This design comes from an exercise in tuning for small area on the open sky130 flow, not from production work. RTL that was checked went through simulation tests only; none was proved equivalent to the original. No activity file was given, so power comes from the tool's default toggle rates.

==> module ir_pulse_encoder, before the edit <==
module ir_pulse_encoder (
    input  wire        clk,
    input  wire        rst,           
    input  wire        cmd_valid,
    output wire        cmd_ready,
    input  wire [31:0] cmd_data,
    output wire        rsp_valid,
    output wire [2:0]  rsp_code,
    output wire        pay_req,
    output wire [15:0] pay_addr,
    input  wire        pay_ack,
    input  wire [7:0]  pay_data,
    output wire        drv_valid,
    output wire [31:0] drv_q0,
    output wire [31:0] drv_q1,
    output wire [31:0] drv_q2,
    input  wire        drv_done,
    input  wire        drv_fault
);
    localparam [4:0] S_W0    = 5'd7,
                     S_W2    = 5'd8,
                     S_CHECK = 5'd9,
                     S_PRD   = 5'd10,
                     S_PACK  = 5'd11,
                     S_END   = 5'd12,
                     S_FLT   = 5'd13,
                     S_RING  = 5'd16,
                     S_DRV   = 5'd24;
    localparam [2:0] N_HM = 3'd0, N_HS = 3'd1, N_BM = 3'd2, N_W1 = 3'd3,
                     N_OS = 3'd4, N_ZS = 3'd5, N_GAP = 3'd6;
    reg [4:0]  s;
    reg [2:0]  c;                
    reg        illegal;
    reg        order;
    reg [7:0]  duty;
    reg [31:0] freq;
    reg [31:0] r0, r1, r2, r3, r4, r5, r6;
    reg [15:0] addr;             
    reg [2:0]  bcnt;             
    wire [2:0] idx      = s[2:0];
    wire       in_load  = (s[4:3] == 2'b00) && (idx != 3'd7);
    wire       in_ring  = (s[4:3] == 2'b10);
    wire       in_drv   = (s[4:3] == 2'b11);
    wire       at_slot  = (c == idx);
    wire       at_w1    = (c == N_BM);           
    wire       bytes_done = (addr == r5[15:0]);
    wire       last_iter  = (r5[31:16] == 16'd0);
    assign cmd_ready = (s == S_W0) || (s == S_W2) || (in_load && at_slot);
    wire take = cmd_valid && cmd_ready;
    wire bad_freq = (freq == 32'd0);
    wire bad_duty = (duty > 8'd100);
    wire refuse   = illegal | bad_freq | bad_duty;
    assign rsp_valid = ((s == S_CHECK) && refuse) ||
                       ((s == S_END) && at_w1 && last_iter) || (s == S_FLT);
    assign rsp_code  = (s == S_CHECK) ? (illegal  ? 3'd5 :
                                         bad_freq ? 3'd1 : 3'd2) :
                       (s == S_FLT)   ? 3'd4 : 3'd0;
    assign pay_req  = (s == S_PRD);
    assign pay_addr = addr;
    wire is_bm   = (idx == N_BM);
    wire is_mark = ~idx[0] & ~idx[2];            
    assign drv_valid = in_ring && at_slot && !(is_bm && bytes_done);
    assign drv_q0    = {is_mark, 23'd0, duty & {8{is_mark}}};
    assign drv_q1    = r6;
    assign drv_q2    = freq & {32{is_mark}};
    wire [2:0] bpos    = order ? bcnt : ~bcnt;
    wire       pay_bit = pay_data[bpos];
    wire next_iter = (s == S_END) && at_w1 && !last_iter;
    always @(posedge clk) begin
        r0 <= (in_load && at_slot && cmd_valid) ? cmd_data : r6;
        r1 <= r0;
        r2 <= r1;
        r3 <= r2;
        r4 <= r3;
        r5 <= r4;
        r6 <= {r5[31:16] - {15'd0, next_iter}, r5[15:0]};
    end
    always @(posedge clk) begin
        if (rst) begin
            s <= S_W0;
            c <= 3'd0;
        end else begin
            c <= (c == 3'd6) ? 3'd0 : c + 3'd1;
            case (s)
            S_W0: if (cmd_valid) begin
                illegal <= (cmd_data[31:24] != 8'h01) || (cmd_data[23:9] != 15'd0);
                order   <= cmd_data[8];
                duty    <= cmd_data[7:0];
                s       <= {2'b00, N_W1};
            end
            S_W2: if (cmd_valid) begin
                freq <= cmd_data;
                s    <= {2'b00, N_HM};
            end
            S_CHECK: begin
                addr <= 16'd0;
                bcnt <= 3'd0;
                s    <= refuse ? S_W0 : S_RING + N_HM;
            end
            S_PRD: s <= S_PACK;
            S_PACK: if (pay_ack) s <= pay_bit ? S_RING + N_OS : S_RING + N_ZS;
            S_END: if (at_w1) begin
                addr <= 16'd0;
                bcnt <= 3'd0;
                s    <= last_iter ? S_W0 : S_RING + N_HM;
            end
            S_FLT: s <= S_W0;
            default: begin
                if (in_load) begin
                    if (take) begin
                        case (idx)
                        N_W1:  s <= S_W2;
                        N_HM:  s <= {2'b00, N_HS};
                        N_HS:  s <= {2'b00, N_BM};
                        N_BM:  s <= {2'b00, N_OS};
                        N_OS:  s <= {2'b00, N_ZS};
                        N_ZS:  s <= {2'b00, N_GAP};
                        default: s <= S_CHECK;
                        endcase
                    end
                end else if (in_ring) begin
                    if (at_slot) s <= (is_bm && bytes_done) ? S_RING + N_GAP
                                                            : S_DRV + {2'b00, idx};
                end else if (in_drv) begin
                    if (drv_done) begin
                        if (drv_fault) s <= S_FLT;
                        else case (idx)
                        N_HM:  s <= S_RING + N_HS;
                        N_HS:  s <= S_RING + N_BM;
                        N_BM:  s <= S_PRD;
                        N_GAP: s <= S_END;
                        default: begin   
                            bcnt <= bcnt + 3'd1;
                            if (bcnt == 3'd7) addr <= addr + 16'd1;
                            s <= S_RING + N_BM;
                        end
                        endcase
                    end
                end else begin
                    s <= S_W0;
                end
            end
            endcase
        end
    end
endmodule
Settings: LEC_CHECK=0, CAP_MARGIN=20, CORE_MARGIN=2, CORE_UTILIZATION=40, PLACE_DENSITY=0.6, SLEW_MARGIN=20; clock period 5.0 ns.
standard.sh (not shown) runs the stock make flow with config.mk's settings and CLKGATE_MAP_FILE= SYNTH_SCRIPT=/design/flow/synth_recipe.tcl, a recipe that flattens the netlist after the stock synthesis.
==> flow/flow/run.sh <==
#!/bin/bash
# Own layout flow: the standard ORFS flow (standard.sh, unchanged
# synthesis, floorplan, power grid, placement and routing) with two knobs:
#  - the port buffers are the smallest buffer, sky130_fd_sc_hd__buf_1;
#  - the clock tree uses clkbuf_8 cells on clusters of flip-flops and no
#    dummy loads.
# The make output goes to standard_flow.log; each ORFS step keeps its own
# log under orfs/logs/.
set -euo pipefail
CTS="-sink_clustering_enable -repair_clock_nets -dont_use_dummy_load"
CTS="$CTS -buf_list sky130_fd_sc_hd__clkbuf_8"
CTS="$CTS -sink_clustering_size 20 -sink_clustering_max_diameter 50"
bash standard.sh "BUFFER_PORTS_ARGS=-buffer_cell sky130_fd_sc_hd__buf_1" \
    "CTS_ARGS=$CTS" finish > standard_flow.log 2>&1
Change:
--- a/flow/design.v
+++ b/flow/design.v
@@ -14,86 +14,83 @@
     output wire [31:0] drv_q0,
     output wire [31:0] drv_q1,
     output wire [31:0] drv_q2,
     input  wire        drv_done,
     input  wire        drv_fault
 );
-    localparam [4:0] S_W0    = 5'd7,
-                     S_W2    = 5'd8,
+    localparam [4:0] S_W0    = 5'd8,
                      S_CHECK = 5'd9,
                      S_PRD   = 5'd10,
                      S_PACK  = 5'd11,
                      S_END   = 5'd12,
                      S_FLT   = 5'd13,
                      S_RING  = 5'd16,
                      S_DRV   = 5'd24;
-    localparam [2:0] N_HM = 3'd0, N_HS = 3'd1, N_BM = 3'd2, N_W1 = 3'd3,
-                     N_OS = 3'd4, N_ZS = 3'd5, N_GAP = 3'd6;
+    localparam [2:0] N_HM = 3'd0, N_FREQ = 3'd1, N_BM = 3'd2, N_W1 = 3'd3,
+                     N_HS = 3'd4, N_OS = 3'd5, N_ZS = 3'd6, N_GAP = 3'd7;
     reg [4:0]  s;
     reg [2:0]  c;                
     reg        illegal;
+    reg        freq_zero;
     reg        order;
     reg [7:0]  duty;
-    reg [31:0] freq;
-    reg [31:0] r0, r1, r2, r3, r4, r5, r6;
+    reg [31:0] r0, r1, r2, r3, r4, r5, r6, r7;
     reg [15:0] addr;             
     reg [2:0]  bcnt;             
     wire [2:0] idx      = s[2:0];
-    wire       in_load  = (s[4:3] == 2'b00) && (idx != 3'd7);
+    wire       in_load  = (s[4:3] == 2'b00);
     wire       in_ring  = (s[4:3] == 2'b10);
     wire       in_drv   = (s[4:3] == 2'b11);
     wire       at_slot  = (c == idx);
     wire       at_w1    = (c == N_BM);           
-    wire       bytes_done = (addr == r5[15:0]);
-    wire       last_iter  = (r5[31:16] == 16'd0);
-    assign cmd_ready = (s == S_W0) || (s == S_W2) || (in_load && at_slot);
+    wire       bytes_done = (addr == r6[15:0]);
+    wire       last_iter  = (r6[31:16] == 16'd0);
+    assign cmd_ready = (s == S_W0) || (in_load && at_slot);
     wire take = cmd_valid && cmd_ready;
-    wire bad_freq = (freq == 32'd0);
+    wire bad_freq = freq_zero;
     wire bad_duty = (duty > 8'd100);
     wire refuse   = illegal | bad_freq | bad_duty;
     assign rsp_valid = ((s == S_CHECK) && refuse) ||
                        ((s == S_END) && at_w1 && last_iter) || (s == S_FLT);
     assign rsp_code  = (s == S_CHECK) ? (illegal  ? 3'd5 :
                                          bad_freq ? 3'd1 : 3'd2) :
                        (s == S_FLT)   ? 3'd4 : 3'd0;
     assign pay_req  = (s == S_PRD);
     assign pay_addr = addr;
+    wire is_hm   = (idx == N_HM);
     wire is_bm   = (idx == N_BM);
     wire is_mark = ~idx[0] & ~idx[2];            
     assign drv_valid = in_ring && at_slot && !(is_bm && bytes_done);
     assign drv_q0    = {is_mark, 23'd0, duty & {8{is_mark}}};
-    assign drv_q1    = r6;
-    assign drv_q2    = freq & {32{is_mark}};
+    assign drv_q1    = r7;
+    assign drv_q2    = (r6 & {32{is_hm}}) | (r0 & {32{is_bm}});
     wire [2:0] bpos    = order ? bcnt : ~bcnt;
     wire       pay_bit = pay_data[bpos];
     wire next_iter = (s == S_END) && at_w1 && !last_iter;
     always @(posedge clk) begin
-        r0 <= (in_load && at_slot && cmd_valid) ? cmd_data : r6;
+        r0 <= (in_load && at_slot && cmd_valid) ? cmd_data : r7;
         r1 <= r0;
         r2 <= r1;
         r3 <= r2;
         r4 <= r3;
         r5 <= r4;
-        r6 <= {r5[31:16] - {15'd0, next_iter}, r5[15:0]};
+        r6 <= r5;
+        r7 <= {r6[31:16] - {15'd0, next_iter}, r6[15:0]};
     end
     always @(posedge clk) begin
         if (rst) begin
             s <= S_W0;
             c <= 3'd0;
         end else begin
-            c <= (c == 3'd6) ? 3'd0 : c + 3'd1;
+            c <= c + 3'd1;
             case (s)
             S_W0: if (cmd_valid) begin
                 illegal <= (cmd_data[31:24] != 8'h01) || (cmd_data[23:9] != 15'd0);
                 order   <= cmd_data[8];
                 duty    <= cmd_data[7:0];
                 s       <= {2'b00, N_W1};
-            end
-            S_W2: if (cmd_valid) begin
-                freq <= cmd_data;
-                s    <= {2'b00, N_HM};
             end
             S_CHECK: begin
                 addr <= 16'd0;
                 bcnt <= 3'd0;
                 s    <= refuse ? S_W0 : S_RING + N_HM;
             end
@@ -106,13 +103,17 @@
             end
             S_FLT: s <= S_W0;
             default: begin
                 if (in_load) begin
                     if (take) begin
                         case (idx)
-                        N_W1:  s <= S_W2;
+                        N_W1:  s <= {2'b00, N_FREQ};
+                        N_FREQ: begin
+                            freq_zero <= (cmd_data == 32'd0);
+                            s <= {2'b00, N_HM};
+                        end
                         N_HM:  s <= {2'b00, N_HS};
                         N_HS:  s <= {2'b00, N_BM};
                         N_BM:  s <= {2'b00, N_OS};
                         N_OS:  s <= {2'b00, N_ZS};
                         N_ZS:  s <= {2'b00, N_GAP};
                         default: s <= S_CHECK;
Worst setup slack gets better by 0.46 ns.
Clock skew went down by 0.038 ns.
Total power goes up by 32%.
Cell area is lower by 2.4%.
Clock power stays flat.
Final cell count went up by 1.2%.
Via count is about the same.
Synthesized cell count rises by about 1.3%.
Global-route usage is about the same.
No functional check of the RTL was part of the first run of this note.

==> port drivers added, routing unchanged <==
How much do the figures lean on ideal ports? The routed layouts below were timed once more, with nothing changed but the port constraints.
Step 1: set_driving_cell puts a clkbuf_16 on clk and a buf_2 on each other input, an assumption about the parent block.
Step 2 adds t to the input delays and takes it off the output delays; t is the mean of the earliest and latest rising clock arrival at the registers after step 1. Input paths then give back, and output paths get back, about the clock's delay inside the block.
Slacks: ideal / step 1 / step 2; pairs: ideal / step 1.
| run | t (ns) | slack for setup (ns) | latest minus earliest clock arrival (ns) | worst register clock-pin slew, ns |
|---|---|---|---|---|
| the first run | 0.549 | 1.057 / 1.017 / 1.566 | 0.087 / 0.086 | 0.11 / 0.11 |
| the second run | 0.552 | 1.516 / 1.477 / 1.764 | 0.048 / 0.048 | 0.11 / 0.11 |
After both steps setup and hold are still met in every run listed.
